This is an optimization exercise on Yosys and OpenROAD, whose aim is small area, a short achievable clock period and few clock cycles, not a production implementation. Function was checked by simulation only, so behaviour that the tests miss may differ from the original. Power and IR drop assume default switching activity.

## run 1
## rvf_block_decoder
module rvf_block_decoder (
    input  wire         clk,
    input  wire         rst,
    input  wire         start,
    input  wire [15:0]  frame_len,     
    input  wire [12:0]  num_blocks,    
    output wire         idle,
    input  wire         in_valid,
    input  wire [7:0]   in_data,
    output wire         in_ready,
    output wire         out_valid,
    input  wire         out_ready,
    output wire [11:0]  out_pos,
    output wire         out_copy,      
    output wire [127:0] out_data,      
    output wire         done,
    output wire [2:0]   st_kind,
    output wire [3:0]   st_cause,
    output wire [15:0]  st_rpos,
    output wire [12:0]  st_bpos
);
clock: 10.0 ns
lec_check: 0
abc_area: 1
cap_margin: 20
core_margin: 2
core_utilization: 40
place_density: 0.6
slew_margin: 20
standard.sh (not shown) runs the stock make flow with config.mk's settings and CLKGATE_MAP_FILE= SYNTH_SCRIPT=/design/flow/synth_recipe.tcl, a recipe that flattens the netlist after the stock synthesis.
==> flow/flow/run.sh <==
#!/bin/bash
# The standard layout (standard.sh: ORFS with the standard synthesis),
# with these changes to how the layout is made:
#  - setup repair aims for 6.5 ns of slack on the 10 ns clock;
#  - the port buffers are buf_2 cells;
#  - CTS clusters up to 32 sinks within 60 um and adds no dummy loads.
# make's full output goes to flow_make.log; ORFS keeps each step's log
# under orfs/logs.
set -euo pipefail
bash standard.sh \
  SETUP_SLACK_MARGIN=6.5 \
  "BUFFER_PORTS_ARGS=-buffer_cell sky130_fd_sc_hd__buf_2" \
  "CTS_ARGS=-sink_clustering_enable -repair_clock_nets -sink_clustering_size 32 -sink_clustering_max_diameter 60 -dont_use_dummy_load" \
  finish > flow_make.log 2>&1
Testbench counts of run 1, summed over its fixed seeds: cycles 99,042.
Input changes introduced in run 2 (baseline for comparison: run 1):
==> flow/flow/run.sh <==
#!/bin/bash
# The standard layout (standard.sh: ORFS with the standard synthesis),
# with these changes to how the layout is made:
#  - setup repair aims for 6.5 ns of slack on the 10 ns clock;
#  - the port buffers are buf_2 cells;
#  - CTS clusters up to 28 sinks within 60 um and adds no dummy loads.
# make's full output goes to flow_make.log; ORFS keeps each step's log
# under orfs/logs.
set -euo pipefail
bash standard.sh \
  SETUP_SLACK_MARGIN=6.5 \
  "BUFFER_PORTS_ARGS=-buffer_cell sky130_fd_sc_hd__buf_2" \
  "CTS_ARGS=-sink_clustering_enable -repair_clock_nets -sink_clustering_size 28 -sink_clustering_max_diameter 60 -dont_use_dummy_load" \
  finish > flow_make.log 2>&1
[summary]
From run 1 to run 2, hold-critical path depth did not move at all.
Going from run 1 to run 2, clock-buffer cell count saw an increase; worst path arrival time saw an increase.


rvf_block_decoder, a different RTL version from the one above (not shown whole).
Size in the first run: roughly 4800 cells after synthesis, roughly 220 I/O pins.
==> flow/config.mk <==
export PLATFORM = sky130hd
export DESIGN_NAME = rvf_block_decoder
export DESIGN_NICKNAME = rvf_block_decoder
export VERILOG_FILES = /design/flow/design.v
export SDC_FILE = /design/flow/constraint.sdc
export NUM_CORES = 4
export LEC_CHECK = 0
export CAP_MARGIN = 20
export CORE_MARGIN = 2
export CORE_UTILIZATION = 40
export PLACE_DENSITY = 0.6
export SLEW_MARGIN = 20
==> flow/constraint.sdc <==
create_clock -name core_clock -period 10.0 [get_ports {clk}]
set_input_delay 2.0000 -clock core_clock [delete_from_list [all_inputs] [get_ports {clk}]]
set_output_delay 2.0000 -clock core_clock [all_outputs]
set_load 0.01 [all_outputs]
run.sh (not shown) runs the stock make flow with config.mk's settings and CLKGATE_MAP_FILE= SYNTH_SCRIPT=/design/flow/synth_recipe.tcl, a recipe that flattens the netlist after the stock synthesis.
Stock flow here: none of the scripts above is used.
Testbench counts at the start, summed over its fixed seeds: cycles 102,032.
Next try:
--- a/flow/config.mk
+++ b/flow/config.mk
@@ -7,0 +8 @@
+export ABC_CLOCK_PERIOD_IN_PS = 3500
@@ -11,0 +13 @@
+export SETUP_SLACK_MARGIN = 5
=> The changed run ran to the end with no violations; wire length came out higher by 0.66%; core utilization climbs by 0.16 points; setup slack improves by 0.90 ns.
Next try:
==> flow/flow/run.sh (new file) <==
#!/bin/bash
# Standard layout (the standard.sh: ORFS with the standard synthesis) with
# stronger setup repair and plain buffers on the ports. make's output goes to
# flow_make.log; ORFS keeps each step's log under orfs/logs.
set -euo pipefail
bash standard.sh \
  SETUP_SLACK_MARGIN=6.5 \
  "BUFFER_PORTS_ARGS=-buffer_cell sky130_fd_sc_hd__buf_2" \
  finish > flow_make.log 2>&1
==> flow/standard.sh (new file) <==
#!/bin/bash
# synth_recipe.tcl (not shown) runs the flow's synth.tcl, then flattens the netlist and writes it again
# the make line also repeats each setting of config.mk as NAME=value (left out here)
make -C /OpenROAD-flow-scripts/flow DESIGN_CONFIG=/design/flow/config.mk WORK_HOME=/design/flow/orfs CLKGATE_MAP_FILE= SYNTH_SCRIPT=/design/flow/synth_recipe.tcl "${@:-finish}"
--- a/flow/config.mk
+++ b/flow/config.mk
@@ -8 +7,0 @@
-export ABC_CLOCK_PERIOD_IN_PS = 3500
@@ -13 +11,0 @@
-export SETUP_SLACK_MARGIN = 5
removed: flow/run.sh
The new run completed without violations; critical path depth came out higher by 6; global-route usage rose by 0.83 points; cell area went up slightly; worst hold slack gains 0.015 ns; combinational power rose by about a fifth; die area is unchanged; synthesized cell count is unchanged.

[separate check: timing with driven ports]
Ports are ideal in the flow. The routed layouts listed here were re-timed in OpenROAD. Step 1 sets driving cells, clkbuf_16 on the clock port and buf_2 on the other inputs (assumed; they add their load-dependent delay and slew). Step 2 adds t to the input delays and takes it off the output delays; t is the mean of the earliest and latest rising clock arrival at the registers after step 1. Input paths then give back, and output paths get back, about the clock's delay inside the block. a / b / c = ideal / step 1 / step 2; a / b = the first two.
run	shift t [ns]	setup slack, ns	latest minus earliest clock arrival (ns)	worst data-port slew with drivers (ns)
run 1	0.818	6.499 / 6.421 / 5.849	0.130 / 0.130	0.05
run 2	0.820	6.484 / 6.407 / 5.841	0.133 / 0.134	0.05
the first run of note 2	0.883	4.315 / 4.315 / 4.120	0.069 / 0.069	0.08
the second run of note 2	0.893	5.219 / 5.219 / 4.543	0.073 / 0.073	0.13
the third run of note 2	0.875	5.799 / 5.799 / 5.552	0.076 / 0.076	0.14
After both steps setup and hold are still met in every run listed. For the second run of note 2, which loses most, drivers alone change the setup slack by 0.000 ns; drivers and shift together by -0.676 ns.
